From an optimization exercise on the open Yosys and OpenROAD flow, aimed at small area, a short achievable clock period and few clock cycles per item; shortcuts taken in it are not production practice. The RTL was checked by simulation tests, not by an equivalence proof against the original design. Power is estimated from default activity; no workload was simulated.

**flow/design.v**
```verilog
module txmod_shaper (
    input  wire        clk,
    input  wire        rst,           
    input  wire        in_valid,
    output wire        in_ready,
    input  wire [7:0]  in_byte,
    input  wire        in_lodev,      
    output reg         out_valid,
    input  wire        out_ready,
    output reg  [15:0] out_sample
);
    function signed [26:0] tab0;
        input [5:0] i;
        begin
            case (i)
                6'd0: tab0 = -27'sd131750;
                6'd1: tab0 =  27'sd131750;
                6'd2: tab0 = -27'sd65875;
                6'd3: tab0 =  27'sd65875;
                6'd4: tab0 = -27'sd395250;
                6'd5: tab0 =  27'sd395250;
                6'd6: tab0 = -27'sd197625;
                6'd7: tab0 =  27'sd197625;
                6'd8: tab0 =  27'sd264750;
                6'd9: tab0 = -27'sd264750;
                6'd10: tab0 =  27'sd132375;
                6'd11: tab0 = -27'sd132375;
                6'd12: tab0 =  27'sd794250;
                6'd13: tab0 = -27'sd794250;
                6'd14: tab0 =  27'sd397125;
                6'd15: tab0 = -27'sd397125;
                6'd16: tab0 =  27'sd639750;
                6'd17: tab0 = -27'sd639750;
                6'd18: tab0 =  27'sd319875;
                6'd19: tab0 = -27'sd319875;
                6'd20: tab0 =  27'sd1919250;
                6'd21: tab0 = -27'sd1919250;
                6'd22: tab0 =  27'sd959625;
                6'd23: tab0 = -27'sd959625;
                6'd24: tab0 =  27'sd797000;
                6'd25: tab0 = -27'sd797000;
                6'd26: tab0 =  27'sd398500;
                6'd27: tab0 = -27'sd398500;
                6'd28: tab0 =  27'sd2391000;
                6'd29: tab0 = -27'sd2391000;
                6'd30: tab0 =  27'sd1195500;
                6'd31: tab0 = -27'sd1195500;
                6'd32: tab0 =  27'sd595250;
                6'd33: tab0 = -27'sd595250;
                6'd34: tab0 =  27'sd297625;
                6'd35: tab0 = -27'sd297625;
                6'd36: tab0 =  27'sd1785750;
                6'd37: tab0 = -27'sd1785750;
                6'd38: tab0 =  27'sd892875;
                6'd39: tab0 = -27'sd892875;
                6'd40: tab0 =  27'sd595250;
                6'd41: tab0 = -27'sd595250;
                6'd42: tab0 =  27'sd297625;
                6'd43: tab0 = -27'sd297625;
                6'd44: tab0 =  27'sd1785750;
                6'd45: tab0 = -27'sd1785750;
                6'd46: tab0 =  27'sd892875;
                6'd47: tab0 = -27'sd892875;
                6'd48: tab0 =  27'sd595250;
                6'd49: tab0 = -27'sd595250;
                6'd50: tab0 =  27'sd297625;
                6'd51: tab0 = -27'sd297625;
                6'd52: tab0 =  27'sd1785750;
                6'd53: tab0 = -27'sd1785750;
                6'd54: tab0 =  27'sd892875;
                6'd55: tab0 = -27'sd892875;
                6'd56: tab0 =  27'sd595250;
                6'd57: tab0 = -27'sd595250;
                6'd58: tab0 =  27'sd297625;
                6'd59: tab0 = -27'sd297625;
                6'd60: tab0 =  27'sd1785750;
                6'd61: tab0 = -27'sd1785750;
                6'd62: tab0 =  27'sd892875;
                6'd63: tab0 = -27'sd892875;
            endcase
        end
    endfunction
    function signed [26:0] tab1;
        input [5:0] i;
        begin
            case (i)
                6'd0: tab1 =  27'sd28000;
                6'd1: tab1 = -27'sd28000;
                6'd2: tab1 =  27'sd14000;
                6'd3: tab1 = -27'sd14000;
                6'd4: tab1 =  27'sd84000;
                6'd5: tab1 = -27'sd84000;
                6'd6: tab1 =  27'sd42000;
                6'd7: tab1 = -27'sd42000;
                6'd8: tab1 = -27'sd738000;
                6'd9: tab1 =  27'sd738000;
                6'd10: tab1 = -27'sd369000;
                6'd11: tab1 =  27'sd369000;
                6'd12: tab1 = -27'sd2214000;
                6'd13: tab1 =  27'sd2214000;
                6'd14: tab1 = -27'sd1107000;
                6'd15: tab1 =  27'sd1107000;
                6'd16: tab1 = -27'sd1392000;
                6'd17: tab1 =  27'sd1392000;
                6'd18: tab1 = -27'sd696000;
                6'd19: tab1 =  27'sd696000;
                6'd20: tab1 = -27'sd4176000;
                6'd21: tab1 =  27'sd4176000;
                6'd22: tab1 = -27'sd2088000;
                6'd23: tab1 =  27'sd2088000;
                6'd24: tab1 = -27'sd1572500;
                6'd25: tab1 =  27'sd1572500;
                6'd26: tab1 = -27'sd786250;
                6'd27: tab1 =  27'sd786250;
                6'd28: tab1 = -27'sd4717500;
                6'd29: tab1 =  27'sd4717500;
                6'd30: tab1 = -27'sd2358750;
                6'd31: tab1 =  27'sd2358750;
                6'd32: tab1 = -27'sd999500;
                6'd33: tab1 =  27'sd999500;
                6'd34: tab1 = -27'sd499750;
                6'd35: tab1 =  27'sd499750;
                6'd36: tab1 = -27'sd2998500;
                6'd37: tab1 =  27'sd2998500;
                6'd38: tab1 = -27'sd1499250;
                6'd39: tab1 =  27'sd1499250;
                6'd40: tab1 = -27'sd999500;
                6'd41: tab1 =  27'sd999500;
                6'd42: tab1 = -27'sd499750;
                6'd43: tab1 =  27'sd499750;
                6'd44: tab1 = -27'sd2998500;
                6'd45: tab1 =  27'sd2998500;
                6'd46: tab1 = -27'sd1499250;
                6'd47: tab1 =  27'sd1499250;
                6'd48: tab1 = -27'sd999500;
                6'd49: tab1 =  27'sd999500;
                6'd50: tab1 = -27'sd499750;
                6'd51: tab1 =  27'sd499750;
                6'd52: tab1 = -27'sd2998500;
                6'd53: tab1 =  27'sd2998500;
                6'd54: tab1 = -27'sd1499250;
                6'd55: tab1 =  27'sd1499250;
                6'd56: tab1 = -27'sd999500;
                6'd57: tab1 =  27'sd999500;
                6'd58: tab1 = -27'sd499750;
                6'd59: tab1 =  27'sd499750;
                6'd60: tab1 = -27'sd2998500;
                6'd61: tab1 =  27'sd2998500;
                6'd62: tab1 = -27'sd1499250;
                6'd63: tab1 =  27'sd1499250;
            endcase
        end
    endfunction
    function signed [26:0] tab2;
        input [5:0] i;
        begin
            case (i)
                6'd0: tab2 =  27'sd404750;
                6'd1: tab2 = -27'sd404750;
                6'd2: tab2 =  27'sd202375;
                6'd3: tab2 = -27'sd202375;
                6'd4: tab2 =  27'sd1214250;
                6'd5: tab2 = -27'sd1214250;
                6'd6: tab2 =  27'sd607125;
                6'd7: tab2 = -27'sd607125;
                6'd8: tab2 =  27'sd2454000;
                6'd9: tab2 = -27'sd2454000;
                6'd10: tab2 =  27'sd1227000;
                6'd11: tab2 = -27'sd1227000;
                6'd12: tab2 =  27'sd7362000;
                6'd13: tab2 = -27'sd7362000;
                6'd14: tab2 =  27'sd3681000;
                6'd15: tab2 = -27'sd3681000;
                6'd16: tab2 =  27'sd4725500;
                6'd17: tab2 = -27'sd4725500;
                6'd18: tab2 =  27'sd2362750;
                6'd19: tab2 = -27'sd2362750;
                6'd20: tab2 =  27'sd14176500;
                6'd21: tab2 = -27'sd14176500;
                6'd22: tab2 =  27'sd7088250;
                6'd23: tab2 = -27'sd7088250;
                6'd24: tab2 =  27'sd6674750;
                6'd25: tab2 = -27'sd6674750;
                6'd26: tab2 =  27'sd3337375;
                6'd27: tab2 = -27'sd3337375;
                6'd28: tab2 =  27'sd20024250;
                6'd29: tab2 = -27'sd20024250;
                6'd30: tab2 =  27'sd10012125;
                6'd31: tab2 = -27'sd10012125;
                6'd32: tab2 =  27'sd7799250;
                6'd33: tab2 = -27'sd7799250;
                6'd34: tab2 =  27'sd3899625;
                6'd35: tab2 = -27'sd3899625;
                6'd36: tab2 =  27'sd23397750;
                6'd37: tab2 = -27'sd23397750;
                6'd38: tab2 =  27'sd11698875;
                6'd39: tab2 = -27'sd11698875;
                6'd40: tab2 =  27'sd7799250;
                6'd41: tab2 = -27'sd7799250;
                6'd42: tab2 =  27'sd3899625;
                6'd43: tab2 = -27'sd3899625;
                6'd44: tab2 =  27'sd23397750;
                6'd45: tab2 = -27'sd23397750;
                6'd46: tab2 =  27'sd11698875;
                6'd47: tab2 = -27'sd11698875;
                6'd48: tab2 =  27'sd7799250;
                6'd49: tab2 = -27'sd7799250;
                6'd50: tab2 =  27'sd3899625;
                6'd51: tab2 = -27'sd3899625;
                6'd52: tab2 =  27'sd23397750;
                6'd53: tab2 = -27'sd23397750;
                6'd54: tab2 =  27'sd11698875;
                6'd55: tab2 = -27'sd11698875;
                6'd56: tab2 =  27'sd7799250;
                6'd57: tab2 = -27'sd7799250;
                6'd58: tab2 =  27'sd3899625;
                6'd59: tab2 = -27'sd3899625;
                6'd60: tab2 =  27'sd23397750;
                6'd61: tab2 = -27'sd23397750;
                6'd62: tab2 =  27'sd11698875;
                6'd63: tab2 = -27'sd11698875;
            endcase
        end
    endfunction
    function signed [26:0] tab3;
        input [5:0] i;
        begin
            case (i)
                6'd0: tab3 = 27'd83296722;
                6'd1: tab3 = 27'd67698222;
                6'd2: tab3 = 27'd79397097;
                6'd3: tab3 = 27'd71597847;
                6'd4: tab3 = 27'd98895222;
                6'd5: tab3 = 27'd52099722;
                6'd6: tab3 = 27'd87196347;
                6'd7: tab3 = 27'd63798597;
                6'd8: tab3 = 27'd82172222;
                6'd9: tab3 = 27'd68822722;
                6'd10: tab3 = 27'd78834847;
                6'd11: tab3 = 27'd72160097;
                6'd12: tab3 = 27'd95521722;
                6'd13: tab3 = 27'd55473222;
                6'd14: tab3 = 27'd85509597;
                6'd15: tab3 = 27'd65485347;
                6'd16: tab3 = 27'd80222972;
                6'd17: tab3 = 27'd70771972;
                6'd18: tab3 = 27'd77860222;
                6'd19: tab3 = 27'd73134722;
                6'd20: tab3 = 27'd89673972;
                6'd21: tab3 = 27'd61320972;
                6'd22: tab3 = 27'd82585722;
                6'd23: tab3 = 27'd68409222;
                6'd24: tab3 = 27'd77951472;
                6'd25: tab3 = 27'd73043472;
                6'd26: tab3 = 27'd76724472;
                6'd27: tab3 = 27'd74270472;
                6'd28: tab3 = 27'd82859472;
                6'd29: tab3 = 27'd68135472;
                6'd30: tab3 = 27'd79178472;
                6'd31: tab3 = 27'd71816472;
                6'd32: tab3 = 27'd75902222;
                6'd33: tab3 = 27'd75092722;
                6'd34: tab3 = 27'd75699847;
                6'd35: tab3 = 27'd75295097;
                6'd36: tab3 = 27'd76711722;
                6'd37: tab3 = 27'd74283222;
                6'd38: tab3 = 27'd76104597;
                6'd39: tab3 = 27'd74890347;
                6'd40: tab3 = 27'd75902222;
                6'd41: tab3 = 27'd75092722;
                6'd42: tab3 = 27'd75699847;
                6'd43: tab3 = 27'd75295097;
                6'd44: tab3 = 27'd76711722;
                6'd45: tab3 = 27'd74283222;
                6'd46: tab3 = 27'd76104597;
                6'd47: tab3 = 27'd74890347;
                6'd48: tab3 = 27'd75902222;
                6'd49: tab3 = 27'd75092722;
                6'd50: tab3 = 27'd75699847;
                6'd51: tab3 = 27'd75295097;
                6'd52: tab3 = 27'd76711722;
                6'd53: tab3 = 27'd74283222;
                6'd54: tab3 = 27'd76104597;
                6'd55: tab3 = 27'd74890347;
                6'd56: tab3 = 27'd75902222;
                6'd57: tab3 = 27'd75092722;
                6'd58: tab3 = 27'd75699847;
                6'd59: tab3 = 27'd75295097;
                6'd60: tab3 = 27'd76711722;
                6'd61: tab3 = 27'd74283222;
                6'd62: tab3 = 27'd76104597;
                6'd63: tab3 = 27'd74890347;
            endcase
        end
    endfunction
    function signed [26:0] tab4;
        input [5:0] i;
        begin
            case (i)
                6'd0: tab4 = -27'sd999500;
                6'd1: tab4 =  27'sd999500;
                6'd2: tab4 = -27'sd499750;
                6'd3: tab4 =  27'sd499750;
                6'd4: tab4 = -27'sd2998500;
                6'd5: tab4 =  27'sd2998500;
                6'd6: tab4 = -27'sd1499250;
                6'd7: tab4 =  27'sd1499250;
                6'd8: tab4 = -27'sd1572500;
                6'd9: tab4 =  27'sd1572500;
                6'd10: tab4 = -27'sd786250;
                6'd11: tab4 =  27'sd786250;
                6'd12: tab4 = -27'sd4717500;
                6'd13: tab4 =  27'sd4717500;
                6'd14: tab4 = -27'sd2358750;
                6'd15: tab4 =  27'sd2358750;
                6'd16: tab4 = -27'sd1392000;
                6'd17: tab4 =  27'sd1392000;
                6'd18: tab4 = -27'sd696000;
                6'd19: tab4 =  27'sd696000;
                6'd20: tab4 = -27'sd4176000;
                6'd21: tab4 =  27'sd4176000;
                6'd22: tab4 = -27'sd2088000;
                6'd23: tab4 =  27'sd2088000;
                6'd24: tab4 = -27'sd738000;
                6'd25: tab4 =  27'sd738000;
                6'd26: tab4 = -27'sd369000;
                6'd27: tab4 =  27'sd369000;
                6'd28: tab4 = -27'sd2214000;
                6'd29: tab4 =  27'sd2214000;
                6'd30: tab4 = -27'sd1107000;
                6'd31: tab4 =  27'sd1107000;
                6'd32: tab4 =  27'sd28000;
                6'd33: tab4 = -27'sd28000;
                6'd34: tab4 =  27'sd14000;
                6'd35: tab4 = -27'sd14000;
                6'd36: tab4 =  27'sd84000;
                6'd37: tab4 = -27'sd84000;
                6'd38: tab4 =  27'sd42000;
                6'd39: tab4 = -27'sd42000;
                6'd40: tab4 =  27'sd28000;
                6'd41: tab4 = -27'sd28000;
                6'd42: tab4 =  27'sd14000;
                6'd43: tab4 = -27'sd14000;
                6'd44: tab4 =  27'sd84000;
                6'd45: tab4 = -27'sd84000;
                6'd46: tab4 =  27'sd42000;
                6'd47: tab4 = -27'sd42000;
                6'd48: tab4 =  27'sd28000;
                6'd49: tab4 = -27'sd28000;
                6'd50: tab4 =  27'sd14000;
                6'd51: tab4 = -27'sd14000;
                6'd52: tab4 =  27'sd84000;
                6'd53: tab4 = -27'sd84000;
                6'd54: tab4 =  27'sd42000;
                6'd55: tab4 = -27'sd42000;
                6'd56: tab4 =  27'sd28000;
                6'd57: tab4 = -27'sd28000;
                6'd58: tab4 =  27'sd14000;
                6'd59: tab4 = -27'sd14000;
                6'd60: tab4 =  27'sd84000;
                6'd61: tab4 = -27'sd84000;
                6'd62: tab4 =  27'sd42000;
                6'd63: tab4 = -27'sd42000;
            endcase
        end
    endfunction
    function signed [26:0] tab5;
        input [5:0] i;
        begin
            case (i)
                6'd0: tab5 =  27'sd595250;
                6'd1: tab5 = -27'sd595250;
                6'd2: tab5 =  27'sd297625;
                6'd3: tab5 = -27'sd297625;
                6'd4: tab5 =  27'sd1785750;
                6'd5: tab5 = -27'sd1785750;
                6'd6: tab5 =  27'sd892875;
                6'd7: tab5 = -27'sd892875;
                6'd8: tab5 =  27'sd797000;
                6'd9: tab5 = -27'sd797000;
                6'd10: tab5 =  27'sd398500;
                6'd11: tab5 = -27'sd398500;
                6'd12: tab5 =  27'sd2391000;
                6'd13: tab5 = -27'sd2391000;
                6'd14: tab5 =  27'sd1195500;
                6'd15: tab5 = -27'sd1195500;
                6'd16: tab5 =  27'sd639750;
                6'd17: tab5 = -27'sd639750;
                6'd18: tab5 =  27'sd319875;
                6'd19: tab5 = -27'sd319875;
                6'd20: tab5 =  27'sd1919250;
                6'd21: tab5 = -27'sd1919250;
                6'd22: tab5 =  27'sd959625;
                6'd23: tab5 = -27'sd959625;
                6'd24: tab5 =  27'sd264750;
                6'd25: tab5 = -27'sd264750;
                6'd26: tab5 =  27'sd132375;
                6'd27: tab5 = -27'sd132375;
                6'd28: tab5 =  27'sd794250;
                6'd29: tab5 = -27'sd794250;
                6'd30: tab5 =  27'sd397125;
                6'd31: tab5 = -27'sd397125;
                6'd32: tab5 = -27'sd131750;
                6'd33: tab5 =  27'sd131750;
                6'd34: tab5 = -27'sd65875;
                6'd35: tab5 =  27'sd65875;
                6'd36: tab5 = -27'sd395250;
                6'd37: tab5 =  27'sd395250;
                6'd38: tab5 = -27'sd197625;
                6'd39: tab5 =  27'sd197625;
                6'd40: tab5 = -27'sd131750;
                6'd41: tab5 =  27'sd131750;
                6'd42: tab5 = -27'sd65875;
                6'd43: tab5 =  27'sd65875;
                6'd44: tab5 = -27'sd395250;
                6'd45: tab5 =  27'sd395250;
                6'd46: tab5 = -27'sd197625;
                6'd47: tab5 =  27'sd197625;
                6'd48: tab5 = -27'sd131750;
                6'd49: tab5 =  27'sd131750;
                6'd50: tab5 = -27'sd65875;
                6'd51: tab5 =  27'sd65875;
                6'd52: tab5 = -27'sd395250;
                6'd53: tab5 =  27'sd395250;
                6'd54: tab5 = -27'sd197625;
                6'd55: tab5 =  27'sd197625;
                6'd56: tab5 = -27'sd131750;
                6'd57: tab5 =  27'sd131750;
                6'd58: tab5 = -27'sd65875;
                6'd59: tab5 =  27'sd65875;
                6'd60: tab5 = -27'sd395250;
                6'd61: tab5 =  27'sd395250;
                6'd62: tab5 = -27'sd197625;
                6'd63: tab5 =  27'sd197625;
            endcase
        end
    endfunction
    function [2*27-1:0] csa;
        input [26:0] a, b, c;
        begin
            csa[26:0] = a ^ b ^ c;
            csa[2*27-1:27] = {(a[25:0] & b[25:0]) | (a[25:0] & c[25:0]) | (b[25:0] & c[25:0]), 1'b0};
        end
    endfunction
    reg  [7:0] cur_byte;              
    reg        cur_lodev;
    reg        in_rdy;                
    wire       have = !in_rdy;
    reg  [1:0] sidx;                  
    reg        act;                   
    reg  [2:0] phase;                 
    reg  [2:0] x;                     
    reg  [2:0] h  [1:5];              
    reg  [5:1] hv;                    
    assign in_ready = in_rdy;
    reg  [1:0] nd;
    always @(*) begin
        case (sidx)
            2'd0: nd = cur_byte[7:6];
            2'd1: nd = cur_byte[5:4];
            2'd2: nd = cur_byte[3:2];
            default: nd = cur_byte[1:0];
        endcase
    end
    wire [2:0] ncode = {nd[0], cur_lodev, nd[1]};
    reg signed [26:0] t0, t1, t2, t3, t4, t5;
    reg signed [26:0] u0, u1, u2, u3, u4, u5;
    reg [26:0] s1, c1, s2, c2, s3, c3, s4, c4;
    always @(*) begin
        u0 = tab0({phase, x});
        t0 = {4'd0, ~u0[22], u0[21:0]};
        u1 = hv[1] ? tab1({phase, h[1]}) : 27'sd0;
        t1 = {3'd0, ~u1[23], u1[22:0]};
        u2 = hv[2] ? tab2({phase, h[2]}) : 27'sd0;
        t2 = {1'd0, ~u2[25], u2[24:0]};
        t3 = hv[3] ? tab3({phase, h[3]}) : 27'd75497472;
        u4 = hv[4] ? tab4({phase, h[4]}) : 27'sd0;
        t4 = {3'd0, ~u4[23], u4[22:0]};
        u5 = hv[5] ? tab5({phase, h[5]}) : 27'sd0;
        t5 = {4'd0, ~u5[22], u5[21:0]};
        {c1, s1} = csa(t2, t3, t4);
        {c2, s2} = csa(t0, t1, t5);
        {c3, s3} = csa(s1, c1, s2);
    end
    reg  [26:0] pa, pb, pd;
    reg         pv;
    reg  [26:0] qs, qc;
    always @(*) {qc, qs} = csa(pa, pb, pd);
    wire [26:0] sh_g0 = qs & qc;
    wire [26:0] sh_p0 = qs ^ qc;
    wire sh_G1 = sh_g0[1] | (sh_p0[1] & sh_g0[0]);
    wire sh_P1 = sh_p0[1] & sh_p0[0];
    wire sh_G2 = sh_g0[3] | (sh_p0[3] & sh_g0[2]);
    wire sh_P2 = sh_p0[3] & sh_p0[2];
    wire sh_G3 = sh_g0[5] | (sh_p0[5] & sh_g0[4]);
    wire sh_P3 = sh_p0[5] & sh_p0[4];
    wire sh_G4 = sh_g0[7] | (sh_p0[7] & sh_g0[6]);
    wire sh_P4 = sh_p0[7] & sh_p0[6];
    wire sh_G5 = sh_g0[9] | (sh_p0[9] & sh_g0[8]);
    wire sh_P5 = sh_p0[9] & sh_p0[8];
    wire sh_G6 = sh_g0[11] | (sh_p0[11] & sh_g0[10]);
    wire sh_P6 = sh_p0[11] & sh_p0[10];
    wire sh_G7 = sh_g0[13] | (sh_p0[13] & sh_g0[12]);
    wire sh_P7 = sh_p0[13] & sh_p0[12];
    wire sh_G8 = sh_g0[15] | (sh_p0[15] & sh_g0[14]);
    wire sh_P8 = sh_p0[15] & sh_p0[14];
    wire sh_G9 = sh_g0[17] | (sh_p0[17] & sh_g0[16]);
    wire sh_P9 = sh_p0[17] & sh_p0[16];
    wire sh_G10 = sh_g0[19] | (sh_p0[19] & sh_g0[18]);
    wire sh_P10 = sh_p0[19] & sh_p0[18];
    wire sh_G11 = sh_g0[21] | (sh_p0[21] & sh_g0[20]);
    wire sh_P11 = sh_p0[21] & sh_p0[20];
    wire sh_G12 = sh_g0[23] | (sh_p0[23] & sh_g0[22]);
    wire sh_P12 = sh_p0[23] & sh_p0[22];
    wire sh_G13 = sh_g0[25] | (sh_p0[25] & sh_g0[24]);
    wire sh_P13 = sh_p0[25] & sh_p0[24];
    wire sh_G14 = sh_G2 | (sh_P2 & sh_G1);
    wire sh_P14 = sh_P2 & sh_P1;
    wire sh_G15 = sh_G4 | (sh_P4 & sh_G3);
    wire sh_P15 = sh_P4 & sh_P3;
    wire sh_G16 = sh_G6 | (sh_P6 & sh_G5);
    wire sh_P16 = sh_P6 & sh_P5;
    wire sh_G17 = sh_G8 | (sh_P8 & sh_G7);
    wire sh_P17 = sh_P8 & sh_P7;
    wire sh_G18 = sh_G10 | (sh_P10 & sh_G9);
    wire sh_P18 = sh_P10 & sh_P9;
    wire sh_G19 = sh_G12 | (sh_P12 & sh_G11);
    wire sh_P19 = sh_P12 & sh_P11;
    wire sh_G20 = sh_G15 | (sh_P15 & sh_G14);
    wire sh_P20 = sh_P15 & sh_P14;
    wire sh_G21 = sh_G17 | (sh_P17 & sh_G16);
    wire sh_P21 = sh_P17 & sh_P16;
    wire sh_G22 = sh_G19 | (sh_P19 & sh_G18);
    wire sh_P22 = sh_P19 & sh_P18;
    wire sh_G23 = sh_G21 | (sh_P21 & sh_G20);
    wire sh_P23 = sh_P21 & sh_P20;
    wire sh_G24 = sh_G22 | (sh_P22 & sh_G23);
    wire sh_P24 = sh_P22 & sh_P23;
    wire sh_G25 = sh_G16 | (sh_P16 & sh_G20);
    wire sh_P25 = sh_P16 & sh_P20;
    wire sh_G26 = sh_G18 | (sh_P18 & sh_G23);
    wire sh_P26 = sh_P18 & sh_P23;
    wire sh_G27 = sh_G3 | (sh_P3 & sh_G14);
    wire sh_P27 = sh_P3 & sh_P14;
    wire sh_G28 = sh_G5 | (sh_P5 & sh_G20);
    wire sh_P28 = sh_P5 & sh_P20;
    wire sh_G29 = sh_G7 | (sh_P7 & sh_G25);
    wire sh_P29 = sh_P7 & sh_P25;
    wire sh_G30 = sh_G9 | (sh_P9 & sh_G23);
    wire sh_P30 = sh_P9 & sh_P23;
    wire sh_G31 = sh_G11 | (sh_P11 & sh_G26);
    wire sh_P31 = sh_P11 & sh_P26;
    wire sh_G32 = sh_G13 | (sh_P13 & sh_G24);
    wire sh_P32 = sh_P13 & sh_P24;
    wire sh_G33 = sh_g0[2] | (sh_p0[2] & sh_G1);
    wire sh_P33 = sh_p0[2] & sh_P1;
    wire sh_G34 = sh_g0[4] | (sh_p0[4] & sh_G14);
    wire sh_P34 = sh_p0[4] & sh_P14;
    wire sh_G35 = sh_g0[6] | (sh_p0[6] & sh_G27);
    wire sh_P35 = sh_p0[6] & sh_P27;
    wire sh_G36 = sh_g0[8] | (sh_p0[8] & sh_G20);
    wire sh_P36 = sh_p0[8] & sh_P20;
    wire sh_G37 = sh_g0[10] | (sh_p0[10] & sh_G28);
    wire sh_P37 = sh_p0[10] & sh_P28;
    wire sh_G38 = sh_g0[12] | (sh_p0[12] & sh_G25);
    wire sh_P38 = sh_p0[12] & sh_P25;
    wire sh_G39 = sh_g0[14] | (sh_p0[14] & sh_G29);
    wire sh_P39 = sh_p0[14] & sh_P29;
    wire sh_G40 = sh_g0[16] | (sh_p0[16] & sh_G23);
    wire sh_P40 = sh_p0[16] & sh_P23;
    wire sh_G41 = sh_g0[18] | (sh_p0[18] & sh_G30);
    wire sh_P41 = sh_p0[18] & sh_P30;
    wire sh_G42 = sh_g0[20] | (sh_p0[20] & sh_G26);
    wire sh_P42 = sh_p0[20] & sh_P26;
    wire sh_G43 = sh_g0[22] | (sh_p0[22] & sh_G31);
    wire sh_P43 = sh_p0[22] & sh_P31;
    wire sh_G44 = sh_g0[24] | (sh_p0[24] & sh_G24);
    wire sh_P44 = sh_p0[24] & sh_P24;
    wire sh_G45 = sh_g0[26] | (sh_p0[26] & sh_G32);
    wire sh_P45 = sh_p0[26] & sh_P32;
    wire [16:0] sh = {sh_p0[26] ^ sh_G32, sh_p0[25] ^ sh_G44, sh_p0[24] ^ sh_G24, sh_p0[23] ^ sh_G43, sh_p0[22] ^ sh_G31, sh_p0[21] ^ sh_G42, sh_p0[20] ^ sh_G26, sh_p0[19] ^ sh_G41, sh_p0[18] ^ sh_G30, sh_p0[17] ^ sh_G40, sh_p0[16] ^ sh_G23, sh_p0[15] ^ sh_G39, sh_p0[14] ^ sh_G29, sh_p0[13] ^ sh_G38, sh_p0[12] ^ sh_G25, sh_p0[11] ^ sh_G37, sh_p0[10] ^ sh_G28};
    wire [15:0] sample = (sh[16] != sh[15]) ? {sh[16], {15{!sh[16]}}} : sh[15:0];
    wire en      = !out_valid || out_ready;    
    wire advance = act && en;
    wire last    = (phase == 3'd4);
    wire take    = have && (!act || (advance && last));
    always @(posedge clk) begin
        if (rst) begin
            in_rdy    <= 1'b1;
            act       <= 1'b0;
            sidx      <= 2'd0;
            phase     <= 3'd0;
            hv        <= 5'd0;
            out_valid <= 1'b0;
            pv        <= 1'b0;
        end else begin
            if (en) begin
                pv        <= act;
                out_valid <= pv;
            end
            if (advance) begin
                if (last) begin
                    phase <= 3'd0;
                    hv    <= {hv[4:1], 1'b1};
                    if (!have)
                        act <= 1'b0;
                end else begin
                    phase <= phase + 3'd1;
                end
            end
            if (take) begin
                act  <= 1'b1;
                sidx <= sidx + 2'd1;
                if (sidx == 2'd3)
                    in_rdy <= 1'b1;
            end
            if (in_valid && !have) begin
                in_rdy <= 1'b0;
                sidx <= 2'd0;
            end
        end
    end
    always @(posedge clk) begin
        if (in_valid && !have) begin
            cur_byte  <= in_byte;
            cur_lodev <= in_lodev;
        end
        if (en) begin
            pa         <= s3;
            pb         <= c3;
            pd         <= c2;
            out_sample <= sample;
        end
        if (advance && last) begin
            h[5] <= h[4];
            h[4] <= h[3];
            h[3] <= h[2];
            h[2] <= h[1];
            h[1] <= x;
        end
        if (take)
            x <= ncode;
    end
endmodule
```
**flow/flow/run.sh**
```bash
#!/bin/bash
# The standard layout, with timing repair aiming for extra setup slack and
# plain buffers (instead of delay cells) on the ports.
set -euo pipefail
bash standard.sh SETUP_SLACK_MARGIN=8.5 "BUFFER_PORTS_ARGS=-buffer_cell sky130_fd_sc_hd__buf_2" finish > standard_flow.log 2>&1
```
**flow/standard.sh**
```bash
#!/bin/bash
# synth_recipe.tcl (not shown) runs the flow's synth.tcl, then flattens the netlist and writes it again
# the make line also repeats each setting of config.mk as NAME=value (left out here)
make -C /OpenROAD-flow-scripts/flow DESIGN_CONFIG=/design/flow/config.mk WORK_HOME=/design/flow/orfs CLKGATE_MAP_FILE= SYNTH_SCRIPT=/design/flow/synth_recipe.tcl "${@:-finish}"
```
**flow/config.mk**
```make
export PLATFORM = sky130hd
export DESIGN_NAME = txmod_shaper
export DESIGN_NICKNAME = txmod_shaper
export VERILOG_FILES = /design/flow/design.v
export SDC_FILE = /design/flow/constraint.sdc
export NUM_CORES = 4
export LEC_CHECK = 0
export ABC_AREA = 1
export CAP_MARGIN = 20
export CORE_MARGIN = 2
export CORE_UTILIZATION = 40
export CTS_BUF_LIST = sky130_fd_sc_hd__clkbuf_8
export PLACE_DENSITY = 0.6
export SLEW_MARGIN = 20
```
**flow/constraint.sdc**
```tcl
create_clock -name core_clock -period 12.0 [get_ports {clk}]
set_input_delay 2.4000 -clock core_clock [delete_from_list [all_inputs] [get_ports {clk}]]
set_output_delay 2.4000 -clock core_clock [all_outputs]
set_load 0.01 [all_outputs]
```
==> impl_metrics.yaml, run 1 <==
timing:
  post-route-period-util_pct: 28.6
  fin_skew_ns: 0.0203
  final.setup.tns_ns: 0
  worstMarginPinSlew_ns: 1.04
  max_freq_mhz: 291
  layout_min_cycle_time_ns: 3.44
  rsz0062_at_grt: "true"
  slew_headroom_pct: 30.9
  hold_viol: 0
  final-max-slew-violation-count: 0
  setup_viol: 0
floorplanning:
  rows: 61
  fp.dieH_um: 172
  dieArea_um2: 29500
  start_util_pct: 40.6
  io_pins: 31
  die_x_um: 172
  coreArea_um2: 27800
cts:
  cts_root_buffer: "clkbuf_8"
  tritoncts: "yes"
  cts_made_buffers: 17
  clock_path_buffers: 2
  htreeDepth: 4
  clk_pin_slew_ns: 0.09
  clk_latency_ns: 0.46
  clock-sinks: 132
logic_synthesis:
  synth-main-ff-cell: "edfxtp_1"
  synth_edf_count: 118
  yosysTopAreaCell: "edfxtp_1"
  synth_area_per_cell_um2: 8.66
  synth_seq_cells: 132
  syn_nets: 1463
  synthArstFlopShare_pct: 0
  syn_area_um2: 11300
  ys_seq_area_share_pct: 33.9
  yosys_warnings: 2
  postSynthCellCount: 1301
  synth_top_cells_by_area: "edfxtp_1 (31%), fa_1 (17%), nand2_1 (7.7%), inv_1 (5.9%), ha_1 (5.7%)"
  synth_cell_types: 53
  post-synth-top-area-fraction_pct: 31.4
detailed_routing:
  wl_per_cell_um: 23.1
  drt_iter0_drc: 1248
  drtPass1Iterations: 6
  wirelength_um: 39600
  via_per_inst: 5.77
  drc: 0
  postRouteAntennaNets: 0
  vias: 9895
global_routing:
  grt_pass1_wl_um: 59100
  overflow: 0
  grt_most_used_layer: "met2"
  grtUsageMet3_pct: 4.26
  grt.met1_usage_pct: 36.3
  grt.total_usage_pct: 27.4
  grt_start_max_net_pins: 77
  grt_pass1_vias: 9657
  grt_use_met2_pct: 45.0
  antenna_found_initial: 0
pwr:
  p_leak_uw: 0.00564
  ir_drop_uv: 69.1
  power_density_nw_per_um2: 112
finish:
  final_common_cell: "nand2_1"
  final_cell_mix: "nand2_1 (227), inv_1 (169), edfxtp_1 (118)"
  fin_area_um2: 12600
  drive_above_1_share_pct: 14.8
  layout.nets: 1487
  antennaDiodeCount: 0
  syn2layout_area_growth_pct: 12.2
placement:
  io_buffers: 30
  placed_area_um2: 11700
  place_hpwl_um: 28400
  place.gp.congestion: 0.990
run:
  maxCapViolCount: 0
outcome:
  status: "complete, no violations"
critical_path:
  worstPathRequired_ns: 12.23
  path_class: "flop to flop"
  endpoint_kind: "flop"
  cp.arrival_ns: 3.66
  start_kind: "flop"
  cp_max_fo: 6
worst_hold_path:
  min_path_type: "flop to flop"
Yosys cell counts (15+ instances only):
| cell | number |
|---|---|
| a211oi_1 | 22 |
| inv_1 | 176 |
| edfxtp_1 | 118 |
| clkbuf_1 | 32 |
| nand2_2 | 15 |
| nand2_1 | 231 |
| ha_1 | 51 |
| fa_1 | 98 |
| o21ai_0 | 105 |
| a221oi_1 | 18 |
| a21oi_1 | 114 |
| nand3_1 | 37 |
| nor2_1 | 122 |
power breakdown:
part | leakage [uW] | switching [uW] | internal (uW)
clock network | 0.000194 | 200 | 165
logic | 0.00405 | 295 | 167
registers | 0.00139 | 24.7 | 569
stage by stage:
step / worst slack (ns) / utilization (%) / hold WS, ns / total power [uW] / instances
floorplan: 7.75 / - / 0.400 / 889 / 1301
detailed placement: 7.78 / 42.2 / 0.413 / 1020 / 1656
global placement: 7.85 / 42.2 / 0.410 / 1010 / 1656
global route: 8.45 / 45.5 / 0.442 / 1500 / 1716
CTS: 8.45 / 44.5 / 0.431 / 1410 / 1707
finish: 8.56 / 45.5 / 0.429 / 1420 / 1716
sequential cells by signal, indices dropped and copies added, names as in the netlist:
register / cells
pd: 23
x: 3
act: 1
phase: 3
cur_lodev: 1
in_rdy: 1
pa: 26
hv: 5
sidx: 2
out_valid: 1
out_sample: 16
pv: 1
pb: 26
h: 15
cur_byte: 8
timing repair:
action / CTS / global route
resized for setup: 37 / 56
setup endpoints to repair: 142 / 130
hold buffers: 0 / 0
gates cloned: 3 / 2
setup buffers: 16 / 7
pin swaps: 5 / 12
layout make-up:
class	count	area [um^2]
multi-input combinational	929	6800
timing repair inverter	2	12.5
clock buffer	17	234
fill	2785	15100
sequential	132	3830
clock inverter	15	134
tap	378	473
timing repair buffer	62	469
inverter	181	699
critical path, cell delays in order, from the launching register on:
cell	delay (ns)
edfxtp_1	0.51
fa_2	0.64
ha_4	0.22
a21o_1	0.15
nor2_1	0.11
nand2_2	0.17
nand2_2	0.14
nand2_4	0.09
nand2_4	0.08
nand2_4	0.05
fa_2	0.35
xnor2_2	0.16
buf_4	0.15
nand3_4	0.11
clkbuf_16	0.19
nand2_2	0.05
nand2_1	0.04
cells by family (layout without fill, tap and decap cells):
family | after synthesis | after routing | synth area share, %
compound gates | 336 | 336 | 17.7
xor+xnor | 11 | 11 | 0.855
fa+ha+maj | 149 | 149 | 23.1
buf+inv | 242 | 277 | 8.35
flops | 132 | 132 | 33.9
mux | 1 | 1 | 0.0888
simple gates | 430 | 432 | 16.0
worst paths after layout:
path | start | endpoint | slack (ns) | cells after the start
max | pa[7] | out_sample[7] | 8.56 | 16
min | cur_lodev | x[1] | 0.43 | 0
max reg2reg | pa[7] | out_sample[7] | 8.56 | 16
min reg2reg | cur_lodev | x[1] | 0.43 | 0
routing by layer:
metal | share of wire (%) | routed length, um | up-vias
met3 | 8.5 | 3350 | 89
met5 | 0 | 0 | -
met1 | 40 | 15900 | 4800
li1 | - | - | 4462
met2 | 47 | 18500 | 544
met4 | 4.5 | 1770 | 0
Testbench counts, summed over its fixed seeds: cycles 38,432, samples 38,400.
==> run 2, diff against run 1 <==
--- a/flow/design.v
+++ b/flow/design.v
@@ -581,9 +581,13 @@
     wire [16:0] sh = {sh_p0[26] ^ sh_G32, sh_p0[25] ^ sh_G44, sh_p0[24] ^ sh_G24, sh_p0[23] ^ sh_G43, sh_p0[22] ^ sh_G31, sh_p0[21] ^ sh_G42, sh_p0[20] ^ sh_G26, sh_p0[19] ^ sh_G41, sh_p0[18] ^ sh_G30, sh_p0[17] ^ sh_G40, sh_p0[16] ^ sh_G23, sh_p0[15] ^ sh_G39, sh_p0[14] ^ sh_G29, sh_p0[13] ^ sh_G38, sh_p0[12] ^ sh_G25, sh_p0[11] ^ sh_G37, sh_p0[10] ^ sh_G28};
     wire [15:0] sample = (sh[16] != sh[15]) ? {sh[16], {15{!sh[16]}}} : sh[15:0];
     wire en      = !out_valid || out_ready;    
-    wire advance = act && en;
     wire last    = (phase == 3'd4);
-    wire take    = have && (!act || (advance && last));
+    wire sym_end = act && last;                
+    wire acc     = in_valid && in_rdy;         
+    wire take1   = have && (!act || last);     
+    wire take0   = have && !act;               
+    wire take    = en ? take1 : take0;
+    wire [2:0] phase1 = !act ? phase : last ? 3'd0 : phase + 3'd1;
     always @(posedge clk) begin
         if (rst) begin
             in_rdy    <= 1'b1;
@@ -597,31 +601,25 @@
             if (en) begin
                 pv        <= act;
                 out_valid <= pv;
+                phase     <= phase1;
+                act       <= take1 || (act && !last);
+                if (sym_end)
+                    hv <= {hv[4:1], 1'b1};
+            end else begin
+                act       <= act || have;
             end
-            if (advance) begin
-                if (last) begin
-                    phase <= 3'd0;
-                    hv    <= {hv[4:1], 1'b1};
-                    if (!have)
-                        act <= 1'b0;
-                end else begin
-                    phase <= phase + 3'd1;
-                end
-            end
-            if (take) begin
-                act  <= 1'b1;
+            if (acc) begin
+                in_rdy <= 1'b0;
+                sidx   <= 2'd0;
+            end else if (take) begin
                 sidx <= sidx + 2'd1;
                 if (sidx == 2'd3)
                     in_rdy <= 1'b1;
             end
-            if (in_valid && !have) begin
-                in_rdy <= 1'b0;
-                sidx <= 2'd0;
-            end
         end
     end
     always @(posedge clk) begin
-        if (in_valid && !have) begin
+        if (acc) begin
             cur_byte  <= in_byte;
             cur_lodev <= in_lodev;
         end
@@ -631,7 +629,7 @@
             pd         <= c2;
             out_sample <= sample;
         end
-        if (advance && last) begin
+        if (en && sym_end) begin
             h[5] <= h[4];
             h[4] <= h[3];
             h[3] <= h[2];
==> impl_metrics.yaml, run 2 <==
pwr:
  p_leak_uw: 0.00570
  power_density_nw_per_um2: 112
  ir_drop_uv: 76.9
floorplanning:
  rows: 61
  fp.dieH_um: 171
  io_pins: 31
  dieArea_um2: 29400
  start_util_pct: 40.5
  die_x_um: 171
  coreArea_um2: 27700
critical_path:
  r2r-end: "pa[5]"
  endpoint_kind: "flop"
  path_class: "flop to flop"
  start_kind: "flop"
  timing.rr.start: "h[1][0]"
  cp.arrival_ns: 3.72
  r2r_slack_ns: 8.49
  worstPathRequired_ns: 12.21
  cp_max_fo: 4
  reg2reg_depth: 12
placement:
  place.gp.congestion: 1.01
  place_hpwl_um: 26900
  io_buffers: 30
detailed_routing:
  vias: 10094
  via_per_inst: 5.86
  drt_iter0_drc: 1335
  drc: 0
  wirelength_um: 38200
  postRouteAntennaNets: 0
  drtPass1Iterations: 6
  wl_per_cell_um: 22.2
timing:
  post-route-period-util_pct: 29.3
  rsz0062_at_grt: "true"
  max_freq_mhz: 285
  hold_viol: 0
  slew_headroom_pct: 24.3
  whs_ns: 0.452
  final-max-slew-violation-count: 0
  final.setup.tns_ns: 0
  layout_min_cycle_time_ns: 3.51
  worstMarginPinSlew_ns: 1.13
  setup_viol: 0
  fin_skew_ns: 0.0256
cts:
  clock_path_buffers: 2
  clk_pin_slew_ns: 0.11
  cts_root_buffer: "clkbuf_8"
  clk_latency_ns: 0.48
  htreeDepth: 4
  cts_made_buffers: 17
  cts_hold_buf: 0
  clock-sinks: 132
  tritoncts: "yes"
worst_hold_path:
  min_path_type: "flop to flop"
  min_from: "cur_lodev"
  hold_path_depth: 0
  hold_end: "x[1]"
logic_synthesis:
  synth-main-ff-cell: "edfxtp_1"
  postSynthCellCount: 1304
  synth_cell_types: 49
  yosysMostFrequentCell: "nand2_1"
  synth_seq_cells: 132
  ys_seq_area_share_pct: 34.1
  synthTopCellsByCount: "nand2_1 (241), inv_1 (186), edfxtp_1 (118)"
  syn_nets: 1466
  syn_area_um2: 11200
  synth_top_cells_by_area: "edfxtp_1 (32%), fa_1 (17%), nand2_1 (8.1%), inv_1 (6.2%), ha_1 (5.7%)"
  synth_area_per_cell_um2: 8.60
  yosysTopAreaCell: "edfxtp_1"
  post-synth-top-area-fraction_pct: 31.6
  yosys_warnings: 2
  synth_edf_count: 118
  synthArstFlopShare_pct: 0
finish:
  layout.nets: 1494
  largestRegisters: "pa: 26 flops, pb: 26 flops, pd: 23 flops"
  drive_above_1_share_pct: 12.9
  antennaDiodeCount: 0
  syn2layout_area_growth_pct: 12.3
  final_common_cell: "nand2_1"
  final_cell_mix: "nand2_1 (237), inv_1 (182), edfxtp_1 (118)"
global_routing:
  antenna_found_initial: 0
  overflow: 0
  grt_pass1_wl_um: 57200
  grt_start_max_net_pins: 80
  grt.total_usage_pct: 26.3
  grt_pass1_vias: 9490
run:
  maxCapViolCount: 0
outcome:
  status: "complete, no violations"
-- run 2: changes by cell type after synthesis, sizes merged, moves of 3 or more --
| cell | before | now |
|---|---|---|
| a21oi | 116 | 108 |
| o21ai | 110 | 117 |
| inv | 179 | 189 |
| nor3 | 8 | 13 |
| buf | 29 | 24 |
| a311oi | 3 | 9 |
| nand2 | 250 | 247 |
| clkbuf | 32 | 38 |
| a211oi | 22 | 13 |
| a31oi | 13 | 16 |
| nor2 | 125 | 118 |
-- run 2: layout make-up --
type / count / area (um^2)
Fill cell: 2728 / 15100
Multi-Input combinational cell: 923 / 6690
Sequential cell: 132 / 3830
Inverter: 190 / 724
Tap cell: 378 / 473
Timing Repair Buffer: 65 / 465
Clock buffer: 17 / 234
Clock inverter: 15 / 156
Timing Repair inverter: 3 / 22.5
-- run 2: logic make-up (layout without fill, tap and decap cells) --
logic type,count (synthesis),after routing,share of synthesized area [%]
AO/OA/AOI/OAI,333,333,17.6
XOR/XNOR,11,11,0.859
adder cells (fa/ha/maj),149,149,23.2
buffers and inverters,252,290,8.77
flip-flops,132,132,34.1
multiplexers,2,2,0.178
AND/OR/NAND/NOR,425,428,15.4
-- run 2: report_power, final --
group / switching, uW / internal (uW) / leakage [uW] / total (uW)
logic: 279 / 151 / 0.00411 / 430
registers: 21.9 / 569 / 0.00139 / 591
clock network: 227 / 157 / 0.000202 / 384
total: 528 / 877 / 0.00570 / 1400
-- run 2: routing by layer --
metal	vias to the layer above	share of wire, %	track usage, %
met4	0	5.3	11.2
met5	-	0	0
met3	147	9.9	4.72
met2	682	44	41.3
li1	4495	-	-
met1	4770	40	35.8
-- run 2: worst max path at each step --
stage | from | endpoint | slack [ns] | cells past startpoint
after floorplan | out_ready | sidx[0] | 7.46 | 7
after global placement | phase[2] | pa[15] | 7.75 | 8
after detailed placement | phase[2] | pa[15] | 7.67 | 8
after CTS | h[2][0] | pa[7] | 8.50 | 11
after global routing | h[2][0] | pa[5] | 8.47 | 12
final | h[1][0] | pa[5] | 8.49 | 12
-- run 2: timing repair --
item	4_1_cts	5_1_grt
setup buffers	14	12
endpoints found under the setup margin	145	55
resized for setup	34	53
gates cloned	5	1
pin swaps	4	10
-- run 2: metrics by stage --
stage	worst slack, ns	instances	total power (uW)	area [um^2]	utilization, %
3_5_place_dp	7.67	1659	991	11700	42.1
5_1_grt	8.47	1723	1490	12600	45.5
6_report	8.49	1723	1400	12600	45.5
2_1_floorplan	7.46	1304	876	11200	-
3_3_place_gp	7.75	1659	987	11700	42.1
4_1_cts	8.50	1710	1400	12300	44.5
-- run 2: worst max-delay path: stages (launching register included) --
cell      delay (ns)
edfxtp_1        0.45
inv_1           0.14
ha_1            0.38
inv_1           0.10
o21ai_1         0.20
inv_1           0.12
nor2_2          0.16
nor2_1          0.07
o21ai_0         0.09
nand2_1         0.07
a21oi_1         0.42
fa_1            0.55
fa_1            0.50
Testbench counts of run 2, summed over its fixed seeds: cycles 38,432, samples 38,400.
==> run 3, diff against run 2 <==
==> flow/flow/run.sh (replaced) <==
#!/bin/bash
# The standard layout, with timing repair aiming for extra setup slack and
# plain buffers (instead of delay cells) on the ports.
set -euo pipefail
bash standard.sh SETUP_SLACK_MARGIN=8.7 "BUFFER_PORTS_ARGS=-buffer_cell sky130_fd_sc_hd__buf_2" finish > standard_flow.log 2>&1
--- a/flow/config.mk
+++ b/flow/config.mk
@@ -9,6 +9,5 @@
 export CAP_MARGIN = 20
 export CORE_MARGIN = 2
 export CORE_UTILIZATION = 40
-export CTS_BUF_LIST = sky130_fd_sc_hd__clkbuf_8
 export PLACE_DENSITY = 0.6
 export SLEW_MARGIN = 20
==> impl_metrics.yaml, run 3 <==
logic_synthesis:
  post-synth-top-area-fraction_pct: 31.6
  syn_nets: 1466
  yosys_warnings: 2
  yosysMostFrequentCell: "nand2_1"
  synth_seq_cells: 132
  syn_area_um2: 11200
  postSynthCellCount: 1304
  synthTopCellsByCount: "nand2_1 (241), inv_1 (186), edfxtp_1 (118)"
  ys_seq_area_share_pct: 34.1
  yosysTopAreaCell: "edfxtp_1"
  synth_area_per_cell_um2: 8.60
  synth_edf_count: 118
  synth-main-ff-cell: "edfxtp_1"
  synthArstFlopShare_pct: 0
  synth_top_cells_by_area: "edfxtp_1 (32%), fa_1 (17%), nand2_1 (8.1%), inv_1 (6.2%), ha_1 (5.7%)"
  synth_cell_types: 49
timing:
  slew_headroom_pct: 18.9
  final.setup.tns_ns: 0
  hold_viol: 0
  whs_ns: 0.441
  setup_viol: 0
  layout_min_cycle_time_ns: 3.35
  fin_skew_ns: 0.0214
  final-max-slew-violation-count: 0
  max_freq_mhz: 298
  rsz0062_at_grt: "true"
  worstMarginPinSlew_ns: 1.21
  post-route-period-util_pct: 27.9
finish:
  final_cell_mix: "nand2_1 (219), inv_1 (181), edfxtp_1 (118)"
  syn2layout_area_growth_pct: 18.2
  fin_cells: 1730
  fin_area_um2: 13300
  final_common_cell: "nand2_1"
  antennaDiodeCount: 0
  largestRegisters: "pa: 26 flops, pb: 26 flops, pd: 23 flops"
  drive_above_1_share_pct: 17.2
  layout.nets: 1501
floorplanning:
  start_util_pct: 40.5
  die_x_um: 171
  coreArea_um2: 27700
  rows: 61
  io_pins: 31
  dieArea_um2: 29400
  fp.dieH_um: 171
critical_path:
  worstPathRequired_ns: 9.60
  reg2reg_depth: 8
  endpoint_kind: "output port"
  path_buf_inv: 1
  path_delay_family: "flip-flops"
  slowest_stage: "edfxtp_1"
  crit_cells: 1
  cpPeakStageDelay_ns: 0.37
  cp_cell_sequence: "buf_2"
  cp.arrival_ns: 0.95
  cp_max_fo: 1
  start_kind: "flop"
  path_class: "flop to output port"
cts:
  clock_path_buffers: 2
  clk_latency_ns: 0.44
  clock-sinks: 132
  clk_pin_slew_ns: 0.08
  cts_root_buffer: "clkbuf_16"
  cts_made_buffers: 17
  htreeDepth: 4
  tritoncts: "yes"
  cts_hold_buf: 0
global_routing:
  antenna_found_initial: 0
  grt_pass1_wl_um: 57700
  grt.total_usage_pct: 26.4
  grt_start_max_net_pins: 80
  overflow: 0
  grt_pass1_vias: 9676
pwr:
  power_density_nw_per_um2: 120
  p_leak_uw: 0.00593
  ir_drop_uv: 83.9
placement:
  io_buffers: 30
  dp.cells: 1661
  place_hpwl_um: 26700
  place.gp.congestion: 0.974
  placed_area_um2: 11700
detailed_routing:
  postRouteAntennaNets: 0
  drtPass1Iterations: 7
  vias: 10120
  via_per_inst: 5.85
  drc: 0
  drt_iter0_drc: 1224
  wl_per_cell_um: 22.5
  wirelength_um: 38900
worst_hold_path:
  hold_path_depth: 0
  min_path_type: "flop to flop"
outcome:
  status: "complete, no violations"
run:
  maxCapViolCount: 0
==> run 3: cell type report <==
cell class | count | area (um^2)
clock buffer | 17 | 425
sequential | 132 | 3830
clock inverter | 15 | 150
tap | 378 | 473
fill | 2648 | 14400
timing repair buffer | 74 | 652
multi-input combinational | 923 | 7000
timing repair inverter | 1 | 7.51
inverter | 190 | 721
==> run 3: cell families after synthesis <==
kind of cell,synth area share (%)
AND/OR/NAND/NOR,15.4
AO/OA/AOI/OAI,17.6
buffers and inverters,8.77
adder cells (fa/ha/maj),23.2
flip-flops,34.1
XOR/XNOR,0.859
multiplexers,0.178
==> run 3: per-stage QoR <==
stage / utilization [%] / setup slack (ns) / power, uW
2_1_floorplan: - / 7.46 / 876
3_3_place_gp: 42.2 / 7.91 / 993
3_5_place_dp: 42.2 / 7.87 / 995
4_1_cts: 45.9 / 8.62 / 1560
5_1_grt: 47.9 / 8.61 / 1680
6_report: 47.9 / 8.65 / 1590
==> run 3: report_power, final <==
group / total (uW) / leakage [uW] / switching [uW] / internal, uW
Combinational: 475 / 0.00425 / 298 / 177
Sequential: 594 / 0.00139 / 24.0 / 570
Clock: 523 / 0.000290 / 244 / 280
Total: 1590 / 0.00593 / 566 / 1030
==> run 3: worst paths after layout <==
path | start | slack [ns] | end
max | out_sample[6] | 8.65 | out_sample[6]
min | cur_lodev | 0.44 | x[1]
max reg2reg | h[5][1] | 8.71 | pa[17]
min reg2reg | cur_lodev | 0.44 | x[1]
==> run 3: layer usage <==
| metal | up-vias | wire length, um | track usage [%] |
|---|---|---|---|
| met4 | 0 | 1830 | 11.9 |
| li1 | 4495 | - | - |
| met3 | 125 | 4140 | 5.38 |
| met1 | 4845 | 15500 | 35.3 |
| met2 | 655 | 17400 | 41.4 |
| met5 | - | 0 | 0 |
==> run 3: repair_timing <==
item                                    4_1_cts  5_1_grt
resized for setup                            64       93
gates cloned                                  4        3
buffers inserted                             20       10
pin swaps                                    15       20
endpoints found under the setup margin      158       76
==> run 4, diff against run 3 <==
--- a/flow/config.mk
+++ b/flow/config.mk
@@ -9,5 +9,6 @@
 export CAP_MARGIN = 20
 export CORE_MARGIN = 2
 export CORE_UTILIZATION = 40
+export CTS_BUF_LIST = sky130_fd_sc_hd__clkbuf_8
 export PLACE_DENSITY = 0.6
 export SLEW_MARGIN = 20
==> impl_metrics.yaml, run 4 <==
cts:
  clock-sinks: 132
  clk_latency_ns: 0.47
  htreeDepth: 4
  cts_made_buffers: 17
  cts_root_buffer: "clkbuf_8"
  clock_path_buffers: 2
  tritoncts: "yes"
  clk_pin_slew_ns: 0.11
global_routing:
  grt_start_max_net_pins: 80
  grt.total_usage_pct: 26.4
  grt_pass1_vias: 9677
  grt_pass1_wl_um: 57700
  overflow: 0
  antenna_found_initial: 0
timing:
  setup_viol: 0
  final-max-slew-violation-count: 0
  post-route-period-util_pct: 28.3
  layout_min_cycle_time_ns: 3.40
  slew_headroom_pct: 18.0
  timing.final.ws_setup_ns: 8.60
  max_freq_mhz: 294
  rsz0062_at_grt: "true"
  hold_viol: 0
  worstMarginPinSlew_ns: 1.23
  fin_skew_ns: 0.0295
  final.setup.tns_ns: 0
finish:
  fin_cells: 1734
  largestRegisters: "pa: 26 flops, pb: 26 flops, pd: 23 flops"
  drive_above_1_share_pct: 16.7
  final_cell_mix: "nand2_1 (222), inv_1 (181), edfxtp_1 (118)"
  syn2layout_area_growth_pct: 16.1
  layout.nets: 1505
  antennaDiodeCount: 0
  fin_area_um2: 13000
  final_common_cell: "nand2_1"
placement:
  pre_cts_ws_ns: 7.87
  placed_area_um2: 11700
  io_buffers: 30
  place.gp.congestion: 0.974
  place_hpwl_um: 26700
  dp.cells: 1661
detailed_routing:
  vias: 10181
  postRouteAntennaNets: 0
  drtPass1Iterations: 8
  wirelength_um: 39300
  drt_iter0_drc: 1462
  via_per_inst: 5.87
  drc: 0
  wl_per_cell_um: 22.6
floorplanning:
  coreArea_um2: 27700
  io_pins: 31
  start_util_pct: 40.5
  rows: 61
  fp.dieH_um: 171
  die_x_um: 171
  dieArea_um2: 29400
pwr:
  combPwrFrac_pct: 32.2
  ir_drop_uv: 89.2
  p_int_uw: 897
  total_power_uw: 1440
  clockPowerShare_pct: 26.6
  power_density_nw_per_um2: 111
  p_leak_uw: 0.00584
  swShare_pct: 37.8
  p_switching_uw: 545
  pwr-share-seq_pct: 41.2
critical_path:
  worstPathRequired_ns: 9.60
  path_buf_inv: 1
  cp.arrival_ns: 1.00
  cp_max_fo: 1
  start_kind: "flop"
  path_class: "flop to output port"
  slowest_stage: "edfxtp_1"
  path_delay_family: "flip-flops"
  cpPeakStageDelay_ns: 0.38
  cp_cell_sequence: "buf_2"
  endpoint_kind: "output port"
logic_synthesis:
  synth_seq_cells: 132
  synth_top_cells_by_area: "edfxtp_1 (32%), fa_1 (17%), nand2_1 (8.1%), inv_1 (6.2%), ha_1 (5.7%)"
  synthTopCellsByCount: "nand2_1 (241), inv_1 (186), edfxtp_1 (118)"
  synth-main-ff-cell: "edfxtp_1"
  synth_edf_count: 118
  yosysMostFrequentCell: "nand2_1"
  synth_area_per_cell_um2: 8.60
  synthArstFlopShare_pct: 0
  ys_seq_area_share_pct: 34.1
  synth_cell_types: 49
  post-synth-top-area-fraction_pct: 31.6
  postSynthCellCount: 1304
  yosys_warnings: 2
  syn_area_um2: 11200
  yosysTopAreaCell: "edfxtp_1"
  syn_nets: 1466
run:
  maxCapViolCount: 0
worst_hold_path:
  min_path_type: "flop to flop"
outcome:
  status: "complete, no violations"
run 4: routing by layer:
layer	track usage, %	routed length, um	vias up
met5	0	0	-
met3	4.86	4110	141
met2	41.6	17500	690
met1	35.7	15700	4842
li1	-	-	4508
met4	11.4	1960	0
run 4: power groups by stage:
stage	registers [uW]	clock network, uW	logic, uW
after CTS	594	392	431
final	594	384	465
after floorplan	616	0	259
after global routing	602	410	517
after detailed placement	604	0	391
after global placement	603	0	390
run 4: metrics by stage:
| stage | hold slack, ns | util, % |
|---|---|---|
| detailed placement | 0.431 | 42.2 |
| finish | 0.450 | 47.0 |
| CTS | 0.437 | 45.2 |
| floorplan | 0.400 | - |
| global placement | 0.431 | 42.2 |
| global route | 0.444 | 47.0 |
run 4: path summary, 6_finish.rpt:
path | start | end | slack [ns] | cells after the start
setup / recovery | out_sample[6] | out_sample[6] | 8.60 | 1
hold / removal | cur_lodev | x[1] | 0.45 | 0
setup reg to reg | pb[7] | out_sample[7] | 8.66 | 15
hold reg to reg | cur_lodev | x[1] | 0.45 | 0
run 4: final cells by class:
| type | count | area, um^2 |
|---|---|---|
| inverter | 190 | 721 |
| timing repair buffer | 78 | 691 |
| multi-input combinational | 923 | 6910 |
| clock buffer | 17 | 234 |
| tap | 378 | 473 |
| fill | 2686 | 14700 |
| clock inverter | 15 | 150 |
| sequential | 132 | 3830 |
| timing repair inverter | 1 | 7.51 |
run 4: cell families (layout without fill, tap and decap cells):
group | count (synthesis) | after routing | share of synthesized area (%)
AND/OR/NAND/NOR | 425 | 428 | 15.4
AO/OA/AOI/OAI | 333 | 333 | 17.6
buffers and inverters | 252 | 301 | 8.77
adder cells (fa/ha/maj) | 149 | 149 | 23.2
flip-flops | 132 | 132 | 34.1
XOR/XNOR | 11 | 11 | 0.859
multiplexers | 2 | 2 | 0.178
run 4: timing repair:
| action | 4_1_cts | 5_1_grt |
|---|---|---|
| pin swaps | 18 | 22 |
| setup buffers | 20 | 13 |
| gates cloned | 4 | 4 |
| hold endpoints to repair | 0 | 0 |
| hold buffers | 0 | 0 |
| setup endpoints to repair | 156 | 76 |
| resized for setup | 67 | 78 |
==> run 5, diff against run 4 <==
==> flow/flow/run.sh (replaced) <==
#!/bin/bash
# The standard layout, with timing repair aiming for extra setup slack and
# plain buffers (instead of delay cells) on the ports.
set -euo pipefail
bash standard.sh SETUP_SLACK_MARGIN=8.6 "BUFFER_PORTS_ARGS=-buffer_cell sky130_fd_sc_hd__buf_2" finish > standard_flow.log 2>&1
--- a/flow/config.mk
+++ b/flow/config.mk
@@ -9,6 +9,6 @@
 export CAP_MARGIN = 20
 export CORE_MARGIN = 2
 export CORE_UTILIZATION = 40
-export CTS_BUF_LIST = sky130_fd_sc_hd__clkbuf_8
+export CTS_BUF_LIST = sky130_fd_sc_hd__clkbuf_8 sky130_fd_sc_hd__clkbuf_16
 export PLACE_DENSITY = 0.6
 export SLEW_MARGIN = 20
==> impl_metrics.yaml, run 5 <==
outcome:
  status: "complete, no violations"
placement:
  place.gp.congestion: 1.01
  placed_area_um2: 11700
  place_hpwl_um: 26900
  io_buffers: 30
detailed_routing:
  postRouteAntennaNets: 0
  wirelength_um: 37900
  via_per_inst: 5.83
  drt_iter0_drc: 1344
  wl_per_cell_um: 22.0
  vias: 10059
  drc: 0
  drtPass1Iterations: 5
logic_synthesis:
  post-synth-top-area-fraction_pct: 31.6
  yosysTopAreaCell: "edfxtp_1"
  postSynthCellCount: 1304
  synth_edf_count: 118
  synth_area_per_cell_um2: 8.60
  synth-main-ff-cell: "edfxtp_1"
  synthTopCellsByCount: "nand2_1 (241), inv_1 (186), edfxtp_1 (118)"
  synth_seq_cells: 132
  syn_area_um2: 11200
  synth_top_cells_by_area: "edfxtp_1 (32%), fa_1 (17%), nand2_1 (8.1%), inv_1 (6.2%), ha_1 (5.7%)"
  synth_cell_types: 49
  yosysMostFrequentCell: "nand2_1"
  yosys_warnings: 2
  ys_seq_area_share_pct: 34.1
  synthArstFlopShare_pct: 0
  syn_nets: 1466
finish:
  fin_area_um2: 12900
  final_util_pct: 46.6
  syn2layout_area_growth_pct: 15.1
  layout.nets: 1496
  drive_above_1_share_pct: 14.3
  largestRegisters: "pa: 26 flops, pb: 26 flops, pd: 23 flops"
  final_common_cell: "nand2_1"
  final_cell_mix: "nand2_1 (235), inv_1 (181), edfxtp_1 (118)"
  antennaDiodeCount: 0
  num-fill-cells: 2696
cts:
  cts_hold_buf: 0
  cts_made_buffers: 17
  clk_pin_slew_ns: 0.08
  tritoncts: "yes"
  clock-sinks: 132
  clock_path_buffers: 2
  htreeDepth: 4
  clk_latency_ns: 0.44
  cts_root_buffer: "clkbuf_16"
global_routing:
  overflow: 0
  grt.total_usage_pct: 26.7
  antenna_found_initial: 0
  grt_pass1_vias: 9495
  grt_start_max_net_pins: 80
  grt_pass1_wl_um: 58000
critical_path:
  endpoint_kind: "output port"
  path_class: "flop to output port"
  start_kind: "flop"
  cp_cell_sequence: "buf_2"
  cp.arrival_ns: 0.95
  cpPeakStageDelay_ns: 0.37
  cp_max_fo: 5
  slowest_stage: "dfxtp_2"
  path_delay_family: "flip-flops"
  path_buf_inv: 1
  worstPathRequired_ns: 9.60
floorplanning:
  fp.dieH_um: 171
  die_x_um: 171
  rows: 61
  io_pins: 31
  start_util_pct: 40.5
  coreArea_um2: 27700
  dieArea_um2: 29400
timing:
  worstMarginPinSlew_ns: 1.08
  rsz0062_at_grt: "true"
  post-route-period-util_pct: 28.0
  fin_skew_ns: 0.0202
  setup_viol: 0
  final-max-slew-violation-count: 0
  max_freq_mhz: 298
  final.setup.tns_ns: 0
  slew_headroom_pct: 27.7
  hold_viol: 0
  layout_min_cycle_time_ns: 3.35
pwr:
  p_leak_uw: 0.00584
  power_density_nw_per_um2: 120
  ir_drop_uv: 76.7
  total_power_uw: 1550
run:
  maxCapViolCount: 0
worst_hold_path:
  min_path_type: "flop to flop"
run 5: worst reg2reg max path: stages (launching register included):
cell      delay (ns)
edfxtp_1        0.51
ha_2            0.37
inv_1           0.10
nand2_1         0.08
o21ai_2         0.14
nand2_2         0.15
nand2_1         0.09
inv_1           0.05
nand2_1         0.05
inv_1           0.06
o31ai_1         0.27
inv_1           0.12
fa_1            0.64
fa_1            0.46
run 5: timing repair:
item                       4_1_cts  5_1_grt
gates cloned                     5        0
setup buffers                   20        9
setup endpoints to repair      155       55
pin swaps                        7       14
gates resized for setup         45       64
run 5: layout make-up:
class / instances / area, um^2 / area share, %
clock buffer: 17 / 425 / 3.30
clock inverter: 15 / 156 / 1.21
inverter: 190 / 727 / 5.63
multi-input combinational: 923 / 6780 / 52.5
sequential: 132 / 3830 / 29.7
tap: 378 / 473 / 3.66
timing repair buffer: 68 / 499 / 3.87
timing repair inverter: 2 / 15.0 / 0.116
run 5: cells by family after synthesis:
| family | after synthesis | synth area share [%] |
|---|---|---|
| muxes | 2 | 0.178 |
| adders and majority gates | 149 | 23.2 |
| AOI/OAI and AO/OA | 333 | 17.6 |
| buffers and inverters | 252 | 8.77 |
| DFF | 132 | 34.1 |
| and+or+nand+nor | 425 | 15.4 |
| xor gates and xnor gates | 11 | 0.859 |
run 5: routing by layer:
| layer | GRT usage (%) | vias up | share of wire (%) |
|---|---|---|---|
| met5 | 0 | - | 0 |
| li1 | - | 4491 | - |
| met3 | 5.18 | 147 | 10 |
| met1 | 36.0 | 4749 | 40 |
| met2 | 41.9 | 672 | 45 |
| met4 | 11.7 | 0 | 5.2 |
run 5: path summary, 6_finish.rpt:
| path | startpoint | endpoint | slack (ns) | cells past startpoint |
|---|---|---|---|---|
| worst max-delay path | in_rdy | in_ready | 8.65 | 1 |
| worst min-delay path | cur_lodev | x[1] | 0.44 | 0 |
| worst max register to register | h[3][1] | pa[14] | 8.65 | 13 |
| worst min register to register | cur_lodev | x[1] | 0.44 | 0 |
run 5: power breakdown:
part | switching (uW) | internal [uW]
logic | 280 | 154
registers | 22.1 | 570
clock network | 242 | 279
total | 544 | 1000
run 5: metrics by stage:
stage	std cells	hold slack (ns)	setup WS, ns
CTS	1716	0.446	8.58
floorplan	1304	0.400	7.46
finish	1725	0.442	8.65
global placement	1659	0.430	7.75
detailed placement	1659	0.427	7.67
global route	1725	0.455	8.55

## separate check: timing with driven ports
No port has a modelled driver above. Below, the same layouts with a new extraction and two added sets of constraints.
Step 1 assumes that a clkbuf_16 drives the clock port and a buf_2 every other input.
Step 2 times the ports against the registers' clock, not the clock port: input delays grow and output delays shrink by t, the midpoint of the rising clock arrivals with the driver on.
a / b / c = ideal / step 1 / step 2; a / b = the first two.
| run | t (ns) | setup WS [ns] | worst hold slack (ns) | latest minus earliest clock arrival (ns) |
|---|---|---|---|---|
| run 1 | 0.499 | 8.564 / 8.532 / 8.116 | 0.429 / 0.429 / 0.429 | 0.020 / 0.020 |
| run 2 | 0.505 | 8.490 / 8.490 / 8.318 | 0.452 / 0.452 / 0.452 | 0.025 / 0.026 |
| run 3 | 0.473 | 8.647 / 8.601 / 8.345 | 0.441 / 0.441 / 0.441 | 0.022 / 0.022 |
| run 4 | 0.506 | 8.599 / 8.552 / 8.342 | 0.450 / 0.450 / 0.450 | 0.029 / 0.030 |
| run 5 | 0.475 | 8.646 / 8.596 / 8.303 | 0.442 / 0.442 / 0.442 | 0.020 / 0.020 |
After both steps setup and hold are still met in every run listed. The setup slack of run 1, which loses most, moves by -0.032 ns with the drivers and by -0.448 ns with both steps.
